Source: an optimization exercise on an open RTL-to-GDS flow (aim: small area, a short achievable clock period and few clock cycles). Production flows keep margins and buffers that such runs may drop.
In this exercise RTL edits were held to simulation tests only and were not proved equivalent to the original.
Power and IR drop assume default switching activity.

### config.mk
export PLATFORM = sky130hd
export DESIGN_NAME = lorenc
export DESIGN_NICKNAME = lorenc
export VERILOG_FILES = /design/flow/design.v
export SDC_FILE = /design/flow/constraint.sdc
export NUM_CORES = 4
export LEC_CHECK = 0
export CAP_MARGIN = 20
export CORE_MARGIN = 2
export CORE_UTILIZATION = 55
export CTS_CLUSTER_DIAMETER = 120
export CTS_CLUSTER_SIZE = 26
export PLACE_DENSITY = 0.7
export SETUP_SLACK_MARGIN = 4.7
export SLEW_MARGIN = 20
export SYNTH_HIERARCHICAL = 1
### constraint.sdc
create_clock -name core_clock -period 10.0 [get_ports {clk}]
set_input_delay 2.0000 -clock core_clock [delete_from_list [all_inputs] [get_ports {clk}]]
set_output_delay 2.0000 -clock core_clock [all_outputs]
set_load 0.01 [all_outputs]
### design.v
module lorenc (
    input  wire        clk,
    input  wire        rst,
    input  wire        op_valid,
    input  wire [1:0]  op_code,
    input  wire [7:0]  op_start,
    input  wire [8:0]  op_src_len,
    output wire        busy,
    output reg         done,
    output reg  [1:0]  status,
    input  wire        en,
    input  wire        tp_present,
    input  wire        ok,
    input  wire        tx_empty,
    output reg  [7:0]  tx_data,
    output reg         tx_valid,
    output reg         tx_last,
    output wire [8:0]  src_addr,
    output reg         src_re,
    input  wire [7:0]  src_data,
    input  wire        cfg_we,
    input  wire [1:0]  cfg_idx,
    input  wire [20:0] cfg_wdata,
    input  wire [2:0]  cfg_count,
    output reg         hb_req,
    output reg         log_evt,
    output reg  [2:0]  fault,
    output wire [8:0]  total,
    input  wire [7:0]  occ_idx,
    output wire        occ_bit
);
    localparam ST_DONE = 2'd0, ST_NOTREADY = 2'd1, ST_BACKP = 2'd2, ST_FAULTED = 2'd3;
    localparam S_IDLE   = 3'd0,
               S_INIT   = 3'd1,      
               S_IFIN   = 3'd2,
               S_CHK    = 3'd3,      
               S_RUN    = 3'd4,
               S_HB     = 3'd5,
               S_SETTLE = 3'd6,
               S_FIN    = 3'd7;
    integer i;
    reg  [18:0] stg [0:3];
    reg  [18:0] cfg [0:3];
    reg  [2:0]  n_ctrl;
    reg         force_chg;
    reg  [13:0] total_r;
    wire [2:0] w_dt = cfg_wdata[20:18];
    wire [1:0] w_am = cfg_wdata[17:16];
    wire [2:0] w_et = w_dt[2] ? {1'b1, w_dt[1:0]} :
                      (w_am == 2'd1) ? 3'd1 : (w_am == 2'd2) ? 3'd2 : 3'd0;
    wire [7:0] w_n  = (w_dt == 3'd7) ? 8'd0 : cfg_wdata[7:0];
    always @(posedge clk)
        if (cfg_we && !busy)
            stg[cfg_idx] <= {w_et, cfg_wdata[15:8], w_n};
    assign total = total_r[8:0];
    reg  [7:0] hi8 [0:3];
    integer    oc;
    lorenc_occ u_occ (
        .idx(occ_idx),
        .lo0(cfg[0][15:8]), .lo1(cfg[1][15:8]), .lo2(cfg[2][15:8]), .lo3(cfg[3][15:8]),
        .hi0(hi8[0]), .hi1(hi8[1]), .hi2(hi8[2]), .hi3(hi8[3]),
        .hit(occ_bit)
    );
    reg [3:0]  h_np1;
    reg [8:0]  h_hi;
    reg [18:0] h_w;
    always @(posedge clk)
        for (oc = 0; oc < 4; oc = oc + 1) begin
            h_w = cfg[oc];
            case (h_w[18:16])
                3'd1:    h_np1 = h_w[7:4] - {3'd0, (h_w[3:0] == 4'd0)};
                3'd2:    h_np1 = 4'd1;
                3'd4:    h_np1 = 4'd3;
                3'd5:    h_np1 = 4'd7;
                3'd6:    h_np1 = 4'd15;
                default: h_np1 = 4'd0;
            endcase
            h_hi = {1'b0, h_w[15:8]} + {5'd0, h_np1};
            if (n_ctrl <= oc || h_w[7:0] == 8'd0)
                hi8[oc] <= 8'd0;
            else
                hi8[oc] <= (h_hi > 9'd254) ? 8'd254 : h_hi[7:0];
        end
    reg [2:0]  st;
    reg        is_alloff;
    reg        rst_fill;
    reg [7:0]  start_r;
    reg        en_r, tp_r, ok_r, txe_r;
    reg [3:0]  cnt;
    reg [2:0]  ci;
    reg        init_f;           
    reg        i_v;              
    reg        op_exh;           
    assign busy = (st != S_IDLE);
    reg  [2:0]  cu_c;
    reg  [1:0]  cu_st;
    wire [2:0]  cu_c1 = cu_c + 3'd1;
    localparam CU_CTRL = 2'd0, CU_RDY = 2'd2;
    wire [2:0]  pl_sel = init_f ? ci : (cu_st == CU_RDY) ? cu_c1 : cu_c;
    reg  [18:0] pl_w;
    reg  [2:0]  pl_tag;
    reg         pl_tv;
    always @(posedge clk) begin
        pl_w   <= cfg[pl_sel[1:0]];
        pl_tag <= pl_sel;
        pl_tv  <= !init_f;
    end
    wire [2:0]  pl_et  = pl_w[18:16];
    wire [7:0]  pl_u   = pl_w[15:8];
    wire [7:0]  pl_n   = pl_w[7:0];
    reg  [11:0] pl_eff;
    reg  [7:0]  pl_cpp;
    reg  [4:0]  pl_np;
    reg  [7:0]  pl_lastl;
    always @* begin
        pl_lastl = pl_n;
        if (pl_n == 8'd0) begin
            pl_eff = 12'd0; pl_cpp = 8'd0; pl_np = 5'd0;
        end else case (pl_et)
            3'd4: begin pl_eff = {2'b0, pl_n, 2'b0}; pl_cpp = pl_n; pl_np = 5'd4; end
            3'd5: begin pl_eff = {1'b0, pl_n, 3'b0}; pl_cpp = pl_n; pl_np = 5'd8; end
            3'd6: begin pl_eff = {pl_n, 4'b0};       pl_cpp = pl_n; pl_np = 5'd16; end
            3'd1: begin pl_eff = {4'b0, pl_n}; pl_cpp = 8'd16;
                        pl_np = {1'b0, pl_n[7:4]} + {4'b0, (pl_n[3:0] != 4'd0)};
                        pl_lastl = (pl_n[3:0] == 4'd0) ? 8'd16 : {4'd0, pl_n[3:0]}; end
            3'd2: begin pl_eff = {4'b0, pl_n}; pl_cpp = {1'b0, pl_n[7:1]}; pl_np = 5'd2;
                        pl_lastl = {1'b0, pl_n[7:1]}; end
            default: begin pl_eff = {4'b0, pl_n}; pl_cpp = pl_n; pl_np = 5'd1; end
        endcase
    end
    wire [5:0] pl_top   = {2'b0, pl_u[3:0]} + {1'b0, pl_np};
    wire       pl_bad   = (pl_np != 5'd0) && (pl_u == 8'd0 || (pl_u[7:4] == 4'hF && pl_top[5:4] != 2'b00));
    wire       pl_empty = (pl_np == 5'd0) || (pl_cpp == 8'd0);
    wire [3:0] pl_nbc   = pl_cpp[7:4] + {3'b0, (pl_cpp[3:0] != 4'd0)};
    wire [3:0] pl_nbl   = pl_lastl[7:4] + {3'b0, (pl_lastl[3:0] != 4'd0)};
    wire [4:0] pl_tnc   = (pl_cpp[3:0] == 4'd0) ? 5'd16 : {1'b0, pl_cpp[3:0]};
    wire [4:0] pl_tnl   = (pl_lastl[3:0] == 4'd0) ? 5'd16 : {1'b0, pl_lastl[3:0]};
    reg [4:0]  cu_p, cu_np;
    reg [7:0]  cu_cpp, cu_g0, cu_base, cu_unit;
    reg [3:0]  cu_nbc, cu_nbl;
    reg [4:0]  cu_tnc, cu_tnl;
    reg [2:0]  cu_b;
    reg        cu_islast, cu_top;
    wire [7:0] cu_bbrel = cu_g0 + {1'b0, cu_b, 4'b0};
    wire [4:0] cu_bn    = cu_top ? (cu_islast ? cu_tnl : cu_tnc) : 5'd16;
    wire       cu_exh   = (cu_st == CU_CTRL) && (cu_c == n_ctrl);
    wire       cu_take;
    wire       cu_restart;
    wire [4:0] cu_p1    = cu_p + 5'd1;
    wire       cu_last1 = (cu_p1 == cu_np - 5'd1);
    wire       cu_pdone = (cu_b == 3'd0) && (cu_p1 == cu_np);
    wire       pl_cur   = pl_tv && (pl_tag == cu_c);
    wire       nx_ok    = pl_tv && (pl_tag == cu_c1) && (cu_c1 != n_ctrl) && !pl_empty;
    always @(posedge clk) begin
        if (cu_restart) begin
            cu_st   <= CU_CTRL;
            cu_c    <= 3'd0;
            cu_base <= 8'd0;
        end else if (cu_st == CU_CTRL) begin
            if (cu_c == n_ctrl) begin
                cu_c    <= 3'd0;
                cu_base <= 8'd0;
            end else if (!pl_cur) begin
            end else if (pl_empty) begin
                cu_c    <= cu_c1;
                cu_base <= cu_base + pl_eff[7:0];
            end else begin
                cu_np     <= pl_np;
                cu_cpp    <= pl_cpp;
                cu_nbc    <= pl_nbc;
                cu_nbl    <= pl_nbl;
                cu_tnc    <= pl_tnc;
                cu_tnl    <= pl_tnl;
                cu_unit   <= pl_u;
                cu_g0     <= cu_base;
                cu_base   <= cu_base + pl_eff[7:0];
                cu_p      <= 5'd0;
                cu_islast <= (pl_np == 5'd1);
                cu_b      <= ((pl_np == 5'd1) ? pl_nbl[2:0] : pl_nbc[2:0]) - 3'd1;
                cu_top    <= 1'b1;
                cu_st     <= CU_RDY;
            end
        end else if (cu_take) begin
            if (cu_b != 3'd0) begin
                cu_b   <= cu_b - 3'd1;
                cu_top <= 1'b0;
            end else if (!cu_pdone) begin
                cu_p      <= cu_p1;
                cu_unit   <= cu_unit + 8'd1;
                cu_g0     <= cu_g0 + cu_cpp;
                cu_islast <= cu_last1;
                cu_b      <= (cu_last1 ? cu_nbl[2:0] : cu_nbc[2:0]) - 3'd1;
                cu_top    <= 1'b1;
            end else if (nx_ok) begin
                cu_c      <= cu_c1;
                cu_np     <= pl_np;
                cu_cpp    <= pl_cpp;
                cu_nbc    <= pl_nbc;
                cu_nbl    <= pl_nbl;
                cu_tnc    <= pl_tnc;
                cu_tnl    <= pl_tnl;
                cu_unit   <= pl_u;
                cu_g0     <= cu_base;
                cu_base   <= cu_base + pl_eff[7:0];
                cu_p      <= 5'd0;
                cu_islast <= (pl_np == 5'd1);
                cu_b      <= ((pl_np == 5'd1) ? pl_nbl[2:0] : pl_nbc[2:0]) - 3'd1;
                cu_top    <= 1'b1;
            end else begin
                cu_c  <= cu_c1;
                cu_st <= CU_CTRL;
            end
        end
    end
    reg  [6:0]    ph;
    reg  [1023:0] ring;
    localparam TB = 3;               
    localparam TS = 1 << TB;
    localparam NT = 128 / TS;
    localparam MW = 7 - TB;
    reg  [NT-1:0] tap_wr;
    reg  [7:0]    tap_wd;
    reg  [1023:0] ring_nx;
    always @* begin
        ring_nx = {ring[7:0], ring[1023:8]};
        for (i = 0; i < NT; i = i + 1)
            if (tap_wr[(i + 1) % NT])
                ring_nx[(TS * i + TS - 1) * 8 +: 8] = tap_wd;
    end
    always @(posedge clk)
        ring <= ring_nx;
    reg        ib_act;
    reg [6:0]  ib_bb;
    reg [4:0]  ib_n, ib_cnt;
    reg [3:0]  ib_t;            
    reg [2:0]  ib_bk;
    reg [7:0]  ib_unit;
    reg        ib_plast;
    wire       frame_acc = (st == S_IDLE) && op_valid && (op_code == 2'd2);
    wire       issuing = (st == S_RUN) || (st == S_CHK && !is_alloff) || frame_acc;
    reg  [6:0] ph2;             
    wire [TB-1:0] is_j0 = ph2[TB-1:0] - ib_bb[TB-1:0];
    wire [3:0] is_j  = {ib_t[3], is_j0};
    wire       is_ok = ({1'b0, is_j} < ib_n);
    wire [6:0] is_g    = ib_bb + {3'b0, is_j};
    wire       is_go   = ib_act && (is_alloff || is_ok);
    wire       is_fin  = is_go && (is_alloff || (ib_cnt == ib_n - 5'd1));
    wire       e_idle_nx;
    reg  [1:0] nout;
    wire       rb_full_w, rq_full_w;
    wire       p_free;
    wire [2:0] n_base  = {1'b0, nout} + {2'b0, rb_full_w} + {2'b0, rq_full_w};
    wire       n_le1   = (n_base[2:1] == 2'd0) || (n_base == 3'd2 && p_free);
    wire       n_eq2   = (n_base == 3'd2 && !p_free) || (n_base == 3'd3 && p_free);
    wire       ib_load = issuing && (!op_exh || frame_acc) && (cu_st == CU_RDY) &&
                         (!ib_act || is_fin) &&
                         (n_le1 || (n_eq2 && e_idle_nx));
    assign cu_take = ib_load;
    reg        abort;
    reg        s1_v, s2_v;
    reg [3:0]  s1_j, s2_j;
    reg [MW-1:0] s2_m;
    reg        s1_f, s2_f;          
    reg        s1_l, s2_l;          
    reg [2:0]  s1_bk, s2_bk;
    reg [7:0]  s1_u, s2_u;
    reg        s1_pl, s2_pl;
    wire [6:0]    ph1 = ph2 - 7'd1;
    wire [MW-1:0] s1_m = src_a[6:TB] - ph1[6:TB];
    reg [6:0]  src_a;
    reg [7:0]  tap_old;             
    assign src_addr = {2'b0, src_a};
    always @(posedge clk) begin
        src_a <= is_g;
        s1_j  <= is_j;
        s1_f  <= (ib_cnt == 5'd0);
        s1_l  <= is_fin;
        s1_bk <= ib_bk;
        s1_u  <= ib_unit;
        s1_pl <= ib_plast;
        s2_m  <= s1_m;
        s2_j <= s1_j; s2_f <= s1_f; s2_l <= s1_l;
        s2_bk <= s1_bk; s2_u <= s1_u; s2_pl <= s1_pl;
        tap_old <= ring[{s1_m, {TB{1'b0}}, 3'b0} + 8 +: 8];
        if (!ib_t[3])
            ib_t <= ib_t + 4'd1;
        if (is_go) begin
            ib_cnt <= ib_cnt + 5'd1;
        end
        if (ib_load) begin
            ib_bb    <= (frame_acc ? op_start[6:0] : start_r[6:0]) + cu_bbrel[6:0];
            ib_n     <= cu_bn;
            ib_cnt   <= 5'd0;
            ib_t     <= 4'd0;
            ib_bk    <= cu_b;
            ib_unit  <= cu_unit;
            ib_plast <= (cu_b == 3'd0);
        end
    end
    always @(posedge clk) begin
        if (rst) begin
            ib_act <= 1'b0;
            nout   <= 2'd0;
            s1_v <= 1'b0; s2_v <= 1'b0;
            src_re <= 1'b0;
        end else begin
            s1_v   <= is_go && !abort;
            src_re <= is_go && !is_alloff;
            s2_v   <= s1_v && !abort;
            if (abort)
                nout <= 2'd0;
            else
                nout <= nout + {1'b0, ib_load} - {1'b0, s2_v && s2_l};
            if (abort)
                ib_act <= 1'b0;
            else if (ib_load)
                ib_act <= 1'b1;
            else if (is_fin)
                ib_act <= 1'b0;
        end
    end
    wire       p_off   = is_alloff;
    wire       p_ch    = (src_data != tap_old) && !p_off;
    reg [127:0] rbV;
    reg [4:0]   rb_n;            
    reg         rb_chg, rb_full, rb_term, rb_off, rb_bchg;
    reg [2:0]   rb_bk;
    reg [7:0]   rb_unit;
    reg         pchg;
    assign rb_full_w = rb_full;
    wire        chg_nx   = (s2_f ? 1'b0 : rb_chg) | p_ch;
    wire        bank_chg = force_chg | chg_nx | p_off;
    wire        bank_trm = s2_pl && (pchg | bank_chg);
    wire        p_cmpl   = s2_v && s2_l && (bank_chg || bank_trm);
    assign      p_free   = s2_v && s2_l && !(bank_chg || bank_trm);
    always @* begin
        tap_wr = {NT{1'b0}};
        tap_wd = src_data;
        if (st == S_INIT) begin
            tap_wr = {NT{1'b1}};
            tap_wd = 8'hFF;
        end else if (s2_v && !p_off && st == S_RUN) begin
            tap_wr[s2_m] = 1'b1;
        end
    end
    reg [127:0] rqV;
    reg [4:0]   rq_n;
    reg         rq_full, rq_term, rq_off, rq_tonly;
    reg [2:0]   rq_bk;
    reg [7:0]   rq_unit;
    assign rq_full_w = rq_full;
    wire e_load  = e_idle_nx && rq_full;
    wire rq_load = rb_full && (!rq_full || e_load);
    always @(posedge clk) begin
        if (rq_load) begin
            rqV      <= rbV;
            rq_n     <= rb_n;
            rq_term  <= rb_term;
            rq_off   <= rb_off;
            rq_bk    <= rb_bk;
            rq_unit  <= rb_unit;
            rq_tonly <= !rb_bchg;
        end
        if (rst)
            rq_full <= 1'b0;
        else if (rq_load)
            rq_full <= 1'b1;
        else if (e_load)
            rq_full <= 1'b0;
    end
    integer sl;
    always @(posedge clk) begin
        if (s2_v) begin
            for (sl = 0; sl < 16; sl = sl + 1)
                if (s2_j == sl && !p_off)
                    rbV[8 * sl +: 8] <= src_data;
            rb_n   <= (s2_f ? 5'd0 : rb_n) + 5'd1;
            rb_chg <= chg_nx;
        end
        if (s2_v && s2_l) begin
            rb_term <= bank_trm;
            rb_off  <= p_off;
            rb_bk   <= s2_bk;
            rb_unit <= s2_u;
            rb_bchg <= bank_chg;
        end
        if (rst) begin
            rb_full <= 1'b0;
            pchg    <= 1'b0;
        end else begin
            if (p_cmpl)
                rb_full <= 1'b1;
            else if (rq_load)
                rb_full <= 1'b0;
            if (st == S_IDLE)
                pchg <= 1'b0;
            else if (s2_v && s2_l)
                pchg <= s2_pl ? 1'b0 : (pchg | bank_chg);
        end
    end
    localparam E_O = 3'd0, E_Z = 3'd1, E_F = 3'd2, E_C = 3'd3, E_T = 3'd4, E_PRE = 3'd5;
    reg         e_act;
    reg [2:0]   e_ph;
    reg [2:0]   e_f;
    reg [7:0]   e_cval;
    reg [15:0]  e_pend;
    reg [127:0] eV;
    reg [4:0]   e_n;
    wire [15:0] e_vm = ~(16'hFFFF << e_n);
    reg         e_term, e_off;
    reg [2:0]   e_bk;
    reg [7:0]   e_unit;
    reg [15:0] z_v, f_v, c_v, mask_c, mask;
    always @* begin
        for (i = 0; i < 16; i = i + 1) begin
            z_v[i]    = e_vm[i] && (eV[8*i +: 8] == 8'h00);
            f_v[i]    = e_vm[i] && (eV[8*i +: 8] == 8'hFF);
            c_v[i]    = e_vm[i] && (eV[8*i +: 8] != 8'h00) && (eV[8*i +: 8] != 8'hFF);
            mask_c[i] = e_vm[i] && (eV[8*i +: 8] == e_cval);
        end
    end
    wire has0  = |z_v;
    wire hasFF = |f_v;
    wire col   = |c_v;
    wire [2:0]  first_ph = (e_off || (!hasFF && !col)) ? E_O :
                           (col && has0) ? E_Z : hasFF ? E_F : E_C;
    wire [2:0]  r_ph     = (e_ph == E_PRE) ? first_ph : e_ph;
    wire [15:0] r_pend   = (e_ph == E_PRE) ? c_v : e_pend;
    reg [3:0] pri;
    always @* begin
        pri = 4'd0;
        for (i = 15; i >= 0; i = i - 1)
            if (r_pend[i]) pri = i[3:0];
    end
    wire [7:0] r_cval = (r_ph == E_Z) ? 8'h00 : (r_ph == E_F) ? 8'hFF : eV[{pri, 3'b0} +: 8];
    wire [7:0] lsb = mask[7:0];
    wire [7:0] msb = mask[15:8];
    wire       lz  = (lsb == 8'd0);
    wire       mz  = (msb == 8'd0);
    wire       bk0 = (e_bk == 3'd0);
    wire       e_set = (e_ph == E_Z) || (e_ph == E_C);
    reg [7:0] e_byte;
    reg [2:0] e_fnx;
    reg       e_lastf;
    always @* begin
        e_byte  = 8'h00;
        e_fnx   = e_f + 3'd1;
        e_lastf = 1'b0;
        case (e_f)
            3'd0: e_byte = 8'h00;
            3'd1: begin
                e_byte = (e_ph == E_T) ? 8'h00 : e_unit;
                e_lastf = (e_ph == E_T);
            end
            3'd2: begin
                if (e_ph == E_O) begin
                    e_byte  = bk0 ? 8'h41 : 8'h51;
                    e_lastf = bk0;
                    e_fnx   = 3'd4;
                end else begin
                    e_byte = bk0 ? ((!lz && !mz) ? 8'h31 : lz ? 8'h21 : 8'h11) : 8'h51;
                    if (e_set) e_byte = e_byte | 8'h02;
                    e_fnx = e_set ? 3'd3 : !bk0 ? 3'd4 : !lz ? 3'd5 : 3'd6;
                end
            end
            3'd3: begin
                e_byte = e_cval;
                e_fnx  = !bk0 ? 3'd4 : !lz ? 3'd5 : 3'd6;
            end
            3'd4: begin
                if (e_ph == E_O) begin
                    e_byte  = {5'b11000, e_bk};
                    e_lastf = 1'b1;
                end else begin
                    e_byte = {lz, mz, 3'b000, e_bk};
                    e_fnx  = !lz ? 3'd5 : 3'd6;
                end
            end
            3'd5: begin
                e_byte  = lsb;
                e_lastf = mz;
            end
            default: begin
                e_byte  = msb;
                e_lastf = 1'b1;
            end
        endcase
    end
    wire [15:0] pend_rest = e_pend & ~mask;
    reg  [2:0]  e_next;              
    always @* begin
        case (e_ph)
            E_Z:     e_next = hasFF ? E_F : (|e_pend) ? E_C : e_term ? E_T : E_PRE;
            E_F:     e_next = (|e_pend) ? E_C : e_term ? E_T : E_PRE;
            E_C:     e_next = (|pend_rest) ? E_C : e_term ? E_T : E_PRE;
            E_O:     e_next = e_term ? E_T : E_PRE;
            default: e_next = E_PRE;
        endcase
    end
    reg        e_end_r;
    reg        e_nlast;              
    always @* begin
        case (e_ph)
            E_T:     e_nlast = (e_fnx == 3'd1);
            E_O:     e_nlast = (e_fnx == 3'd2 && bk0) || (e_fnx == 3'd4);
            E_PRE:   e_nlast = 1'b0;
            default: e_nlast = (e_fnx == 3'd5 && mz) || (e_fnx == 3'd6);
        endcase
    end
    wire e_end = e_end_r;
    assign e_idle_nx = !e_act || e_end;
    always @(posedge clk) begin
        if (rst) begin
            e_act    <= 1'b0;
            e_end_r  <= 1'b0;
            tx_valid <= 1'b0;
            tx_last  <= 1'b0;
        end else begin
            e_end_r  <= e_act && !e_lastf && !e_load && e_nlast && (e_next == E_PRE);
            tx_valid <= 1'b0;
            tx_last  <= 1'b0;
            tx_data  <= e_byte;
            if (e_act) begin
                tx_valid <= 1'b1;
                tx_last  <= (e_ph == E_T) && (e_f == 3'd1);
                if (e_f == 3'd0) begin
                    e_cval <= r_cval;
                    if (e_ph == E_PRE) begin
                        e_ph   <= first_ph;
                        e_pend <= c_v;
                    end
                end
                if (e_f == 3'd1)
                    mask <= mask_c;
                if (e_lastf) begin
                    e_f <= 3'd0;
                    if (e_ph == E_C)
                        e_pend <= pend_rest;
                    if (e_next == E_PRE)
                        e_act <= 1'b0;
                    else
                        e_ph <= e_next;
                end else begin
                    e_f <= e_fnx;
                end
            end
            if (e_load) begin
                e_act  <= 1'b1;
                eV     <= rqV;
                e_n    <= rq_n;
                e_term <= rq_term;
                e_off  <= rq_off;
                e_bk   <= rq_bk;
                e_unit <= rq_unit;
                e_ph   <= rq_tonly ? E_T : E_PRE;
                e_f    <= 3'd0;
            end
        end
    end
    wire [14:0] frame_end_in = {7'd0, op_start} + {1'b0, total_r};
    reg         addr_bad;
    wire        all_idle  = op_exh && !ib_act && !s1_v && !s2_v && !rb_full && !rq_full && !e_act;
    always @* begin
        abort = 1'b0;
        if (st == S_CHK) begin
            if (fault != 3'd0 || !(en_r && tp_r && ok_r))
                abort = 1'b1;
            else if (!is_alloff && (!txe_r || addr_bad))
                abort = 1'b1;
        end
    end
    assign cu_restart = rst || (st == S_INIT) || abort;
    always @(posedge clk) begin
        if (rst) begin
            st        <= S_INIT;
            init_f    <= 1'b1;
            rst_fill  <= 1'b1;
            i_v       <= 1'b0;
            cnt       <= 4'd0;
            ci        <= 3'd0;
            ph        <= 7'd0;
            ph2       <= 7'd2;
            n_ctrl    <= 3'd0;
            force_chg <= 1'b1;
            fault     <= 3'd0;
            total_r   <= 14'd0;
            done      <= 1'b0;
            hb_req    <= 1'b0;
            log_evt   <= 1'b0;
            op_exh    <= 1'b0;
        end else begin
            ph      <= ph + 7'd1;
            ph2     <= ph2 + 7'd1;
            done    <= 1'b0;
            hb_req  <= 1'b0;
            log_evt <= 1'b0;
            if (issuing && cu_exh)
                op_exh <= 1'b1;
            case (st)
            S_IDLE: begin
                if (op_valid) begin
                    start_r   <= op_start;
                    addr_bad  <= (frame_end_in > {6'd0, op_src_len}) || (frame_end_in > 15'd128);
                    en_r      <= en;
                    tp_r      <= tp_present;
                    ok_r      <= ok;
                    txe_r     <= tx_empty;
                    status    <= ST_DONE;
                    op_exh    <= 1'b0;
                    is_alloff <= op_code[0];
                    case (op_code)
                    2'd0: st <= S_FIN;
                    2'd1: begin
                        n_ctrl    <= cfg_count;
                        cfg[0]    <= stg[0];
                        cfg[1]    <= stg[1];
                        cfg[2]    <= stg[2];
                        cfg[3]    <= stg[3];
                        force_chg <= 1'b1;
                        fault     <= 3'd0;
                        total_r   <= 14'd0;
                        rst_fill  <= 1'b0;
                        cnt       <= 4'd0;
                        ci        <= 3'd0;
                        st        <= S_INIT;
                        init_f    <= 1'b1;
                        i_v       <= 1'b0;
                    end
                    default: st <= S_CHK;
                    endcase
                end
            end
            S_INIT: begin
                cnt  <= cnt + 4'd1;
                i_v  <= (ci != n_ctrl);
                if (ci != n_ctrl)
                    ci <= ci + 3'd1;
                if (i_v) begin
                    total_r <= total_r + {2'b0, pl_eff};
                    if (fault == 3'd0 && pl_bad)
                        fault <= 3'd3;
                end
                if (cnt == 4'd15) begin
                    st     <= rst_fill ? S_IDLE : S_IFIN;
                    init_f <= 1'b0;
                end
            end
            S_IFIN: begin
                if (fault == 3'd0 && total_r > 14'd128)
                    fault <= 3'd4;
                if (fault != 3'd0 || total_r > 14'd128)
                    status <= ST_FAULTED;
                done <= 1'b1;
                st   <= S_IDLE;
            end
            S_CHK: begin
                if (fault != 3'd0) begin
                    status <= ST_FAULTED;
                    done   <= 1'b1;
                    st     <= S_IDLE;
                end else if (!(en_r && tp_r && ok_r)) begin
                    status <= ST_NOTREADY;
                    done   <= 1'b1;
                    st     <= S_IDLE;
                end else if (!is_alloff && !txe_r) begin
                    log_evt <= 1'b1;
                    status  <= ST_BACKP;
                    st      <= S_FIN;
                end else if (!is_alloff && addr_bad) begin
                    fault  <= 3'd4;
                    status <= ST_FAULTED;
                    done   <= 1'b1;
                    st     <= S_IDLE;
                end else begin
                    st <= S_RUN;
                end
            end
            S_RUN: begin
                if (all_idle) begin
                    if (is_alloff) begin
                        st <= S_HB;
                    end else begin
                        force_chg <= 1'b0;
                        done      <= 1'b1;
                        st        <= S_IDLE;
                    end
                end
            end
            S_HB: begin
                hb_req <= 1'b1;
                cnt    <= 4'd0;
                st     <= S_SETTLE;
            end
            S_SETTLE: begin
                cnt <= cnt + 4'd1;
                if (cnt == 4'd15)
                    st <= S_FIN;
            end
            default: begin       
                done <= 1'b1;
                st   <= S_IDLE;
            end
            endcase
        end
    end
endmodule
module lorenc_occ (
    input  wire [7:0] idx,
    input  wire [7:0] lo0, lo1, lo2, lo3,
    input  wire [7:0] hi0, hi1, hi2, hi3,
    output wire       hit
);
    function ge8;
        input [7:0] a, b;
        reg [7:0] g, e;
        reg [3:0] g1, e1;
        reg [1:0] g2, e2;
        integer k;
        begin
            g = a & ~b;
            e = a ~^ b;
            for (k = 0; k < 4; k = k + 1) begin
                g1[k] = g[2*k+1] | (e[2*k+1] & g[2*k]);
                e1[k] = e[2*k+1] & e[2*k];
            end
            for (k = 0; k < 2; k = k + 1) begin
                g2[k] = g1[2*k+1] | (e1[2*k+1] & g1[2*k]);
                e2[k] = e1[2*k+1] & e1[2*k];
            end
            ge8 = g2[1] | (e2[1] & g2[0]) | (e2[1] & e2[0]);
        end
    endfunction
    wire in0 = ge8(idx, lo0) && ge8(hi0, idx);
    wire in1 = ge8(idx, lo1) && ge8(hi1, idx);
    wire in2 = ge8(idx, lo2) && ge8(hi2, idx);
    wire in3 = ge8(idx, lo3) && ge8(hi3, idx);
    assign hit = (idx == 8'd0) | in0 | in1 | in2 | in3;
endmodule
### run.sh
#!/bin/bash
# synth_recipe.tcl (not shown) runs the flow's synth.tcl, then flattens the netlist and writes it again
# the make line also repeats each setting of config.mk as NAME=value (left out here)
make -C /OpenROAD-flow-scripts/flow DESIGN_CONFIG=/design/flow/config.mk WORK_HOME=/design/flow/orfs CLKGATE_MAP_FILE= SYNTH_SCRIPT=/design/flow/synth_recipe.tcl finish
==> summary.txt <==
Row Count = 126
Die Y = 350 µm
Wirelength per Cell = 22.1 µm
RR Endpoint = e_cval[3]$_SDFFCE_PN0P_
CP max stage cell = or3_4
FF-to-FF setup slack = 5.06 ns
final worst-path cycle share = 0.567
Final Hold Vio Count = 0
Final nets = 5,166
Setup CP Type = in2out
maximum clock rate = 0.176 GHz
power per cell area = 178 mW/mm²
max incr delay on CP = 0.41 ns
Yosys top cell by area = dfxtp_1
Layout Utilization = 0.604
initial core utilization = 0.556
critical path endpoint = occ_bit
post-synthesis sequential area ratio = 0.705
hold slack = 0.318 ns
largest net degree at the start of global routing = 77
Worst-Skew Late Latency = 0.72 ns
synthesized flop and latch total = 1,950
Overflow after GRT = 0
R2R Path Start = e_n[2]$_DFFE_PP_
Longest Clk Path Bufs = 3
Max Cap Violations = 0
TNS Setup = 0 ns
antenna viol nets, final = 0
# clock sinks = 1,950
EDFF count, synth = 739
RSZ-0062 raised after global routing = true
Main synth FF type = dfxtp_1
Remaining DRCs = 0
Synth async-reset ratio = 0
post-route cell area = 0.0715 mm²
count leader, synth = dfxtp_1
Die Wd = 350 µm
number of global-route vias before repair = 35,100
DP Area = 0.0687 mm²
critical path, cell by cell = clkbuf_4 -> inv_2 -> ha_1 -> a21oi_1 -> o21ai_1 -> a21oi_2 -> o22ai_1 -> or3_4 -> buf_6
actual slew at the worst max-slew pin = 1.12 ns
via count = 36,800
crit-path leading delay family = compound AO/OA/AOI/OAI gates
CTS tree = yes
Final HPWL DP = 100,000 µm
DRT iter0 DRCs = 3,601
CP startpoint = occ_idx[5]
PortBufs = 105
Crit Path Max Fanout = 6
die area = 0.123 mm²
Final Slew Violations = 0
placeable core area = 0.118 mm²
CP arrival = 3.67 ns
Cells after Synth = 4,816
Lkg Pwr = 0.0256 µW
Worst Skew = 0.0432 ns
most frequent cells after synthesis = dfxtp_1, edfxtp_1, nand2_1
CP bufs+invs = 3
I/O Pins = 108
Worst IR Drop VDD = 0.000141 V
Post-Synthesis Cell Area = 0.0659 mm²
fillers = 9,006
final setup fails = 0
Worst EP required = 8.00 ns
GRT Total Usage = 0.235
CTS clock-pin slew for the worst setup and hold paths = 0.09 ns
min Tclk post-route = 5.67 ns
DRT Pass-1 Iters = 8
stages on the worst setup path = 9
DRT Wirelength = 145,000 µm
hold path start = ring[337]$_DFF_P_
outcome = finished clean
initial antenna violation count = 7
n_diodes = 0
Area contributors post-synth = dfxtp_1, edfxtp_1, ha_1
Slew headroom = 0.254
hold bufs inserted after CTS = 0
Via density = 5.62
crit start category = input port
Mean Syn Cell Area = 13.7 µm²
clock root buffer = clkbuf_16
Crit. End Element = output pin
Yosys warning count = 12
Min-Delay Path Class = reg2reg
global-route wire length before repair = 218,000 µm
H-tree Lvls = 3
post-synth top area share = 0.368
CTS Buf Count = 85
reg2reg path depth = 10
synthesis-to-layout area growth = 8.61%
layout cell share with drive strength beyond 1 = 0.0692
Distinct cells, synth = 97
RD Place Congestion = 0.974
==> flip-flops by register name, summed over array words and instances (netlist names), 8 cells and up <==
name / cells
cfg: 76
cu_unit: 8
eV: 128
e_cval: 8
e_pend: 16
e_unit: 8
hi8: 32
ib_unit: 8
mask: 16
pl_w: 19
rbV: 128
rb_unit: 8
ring: 1024
rqV: 128
rq_unit: 8
s1_u: 8
s2_u: 8
stg: 76
tap_old: 8
total_r: 14
tx_data: 8
==> per-module statistics from Yosys, one instance, submodules excluded <==
module	cells inside	cell area [µm²]	copies in the design	flops+latches
lorenc_occ	198	1430	1	0
lorenc	4618	64400	1	1950
==> where the power goes <==
group          leakage [µW]  total (µW)  switching (µW)  internal (µW)
clock network       0.00117        3960            2340           1620
logic               0.00799         524             301            223
registers            0.0164        8280            54.1           8220
==> worst min path at each step <==
stage | slack (ns) | endpoint | depth (start not counted)
6_report | 0.32 | ring[329]$_DFF_P_ | 0
5_1_grt | 0.32 | ring[819]$_DFF_P_ | 0
4_1_cts | 0.32 | ring[609]$_DFF_P_ | 0
3_5_place_dp | 0.31 | ring[105]$_DFF_P_ | 0
3_3_place_gp | 0.31 | ring[558]$_DFF_P_ | 0
2_1_floorplan | 0.31 | ring[1000]$_DFF_P_ | 0
==> layer usage <==
metal  GRT usage  vias to the layer above  routed length [µm]
li1            -                    17400                   -
met1       0.344                    18000               66400
met2       0.365                     1166               65000
met3      0.0353                      248                9020
met4      0.0721                        6                4160
met5           0                        -                  43
==> layout make-up <==
cell class / instances / area, µm² / area share
sequential: 1950 / 46400 / 0.649
multi-input combinational: 2519 / 18400 / 0.257
clock buffer: 123 / 2270 / 0.0317
tap: 1600 / 2000 / 0.0280
timing repair buffer: 170 / 1610 / 0.0225
inverter: 169 / 644 / 0.00901
clock inverter: 9 / 193 / 0.00269
==> layout by cell type (no fill, tap or decap), types with 32 or more instances in the layout <==
cell type	synthesis	layout
o21ai_0	175	171
clkdlybuf4s50_1	0	93
mux2i_1	170	170
nor4_1	76	74
nand2_1	300	299
xnor2_1	182	180
nor3_1	85	77
nand3_1	154	154
ha_1	187	175
clkbuf_16	0	85
nor2b_1	32	32
a21oi_1	179	174
a21o_1	35	35
and2_1	33	33
buf_4	17	60
edfxtp_1	739	739
a31oi_1	33	33
inv_1	168	160
mux4_2	59	59
nand4_1	66	66
dfxtp_1	1211	1211
clkbuf_1	130	38
xor2_1	94	94
nor2_1	257	246
==> what timing repair did <==
| item | CTS | global route |
|---|---|---|
| buffers inserted | 5 | 1 |
| gates resized for setup | 94 | 19 |
| endpoints found under the setup margin | 53 | 27 |
| pin swaps | 16 | 11 |
| gates cloned | 1 | 0 |
==> stage by stage <==
step           std cells  setup slack (ns)  power, µW
2_1_floorplan       4817              4.70       8770
3_3_place_gp        6400              3.11       8960
6_report            6540              4.33      12800
3_5_place_dp        6400              3.10       8970
4_1_cts             6538              4.33      12900
5_1_grt             6540              4.24      13200
==> worst register-to-register path: cells and delay by family (launching register included) <==
family / cells / cell delay [ns]
DFF: 1 / 0.66
and+or+nand+nor: 3 / 1.50
buffers and inverters: 1 / 0.15
AOI/OAI and AO/OA: 6 / 2.47
==> logic make-up (layout without fill, tap and decap cells) <==
family | after synthesis | count (layout) | share of synthesized area
flops | 1950 | 1950 | 0.705
buf+inv | 349 | 471 | 0.0212
fa+ha+maj | 203 | 203 | 0.0402
mux | 249 | 249 | 0.0494
other cells | 1 | 2 | 0.0000569
simple gates | 1141 | 1142 | 0.0843
xor+xnor | 277 | 277 | 0.0371
compound gates | 646 | 646 | 0.0627
Testbench counts, summed over its fixed seeds: cycles 56,756.

[static timing again, ports no longer ideal]
In the flow no input, the clock included, has a driving cell. The finished layout below was timed again as built, in two steps. Step 1 (the two cells are an assumption about what drives the block):
set clk [get_ports {clk}]
set_driving_cell -lib_cell sky130_fd_sc_hd__clkbuf_16 $clk
set_driving_cell -lib_cell sky130_fd_sc_hd__buf_2 [delete_from_list [all_inputs] $clk]
Step 2 adds t to the input delays and takes it off the output delays; t is the mean of the earliest and latest rising clock arrival at the registers after step 1. Input paths then give back, and output paths get back, about the clock's delay inside the block. Three values: ideal, step 1, step 2; two values: the first two.
shift t [ns]: 0.764
slack for setup (ns): 4.329 / 4.224 / 4.202
worst hold slack (ns): 0.318 / 0.318 / 0.318
worst register clock-pin slew, ns: 0.11 / 0.11
cell pins on the clock port's net: 1
After both steps setup and hold are still met in this run. The setup slack of this run moves by -0.105 ns with the drivers and by -0.127 ns with both steps.
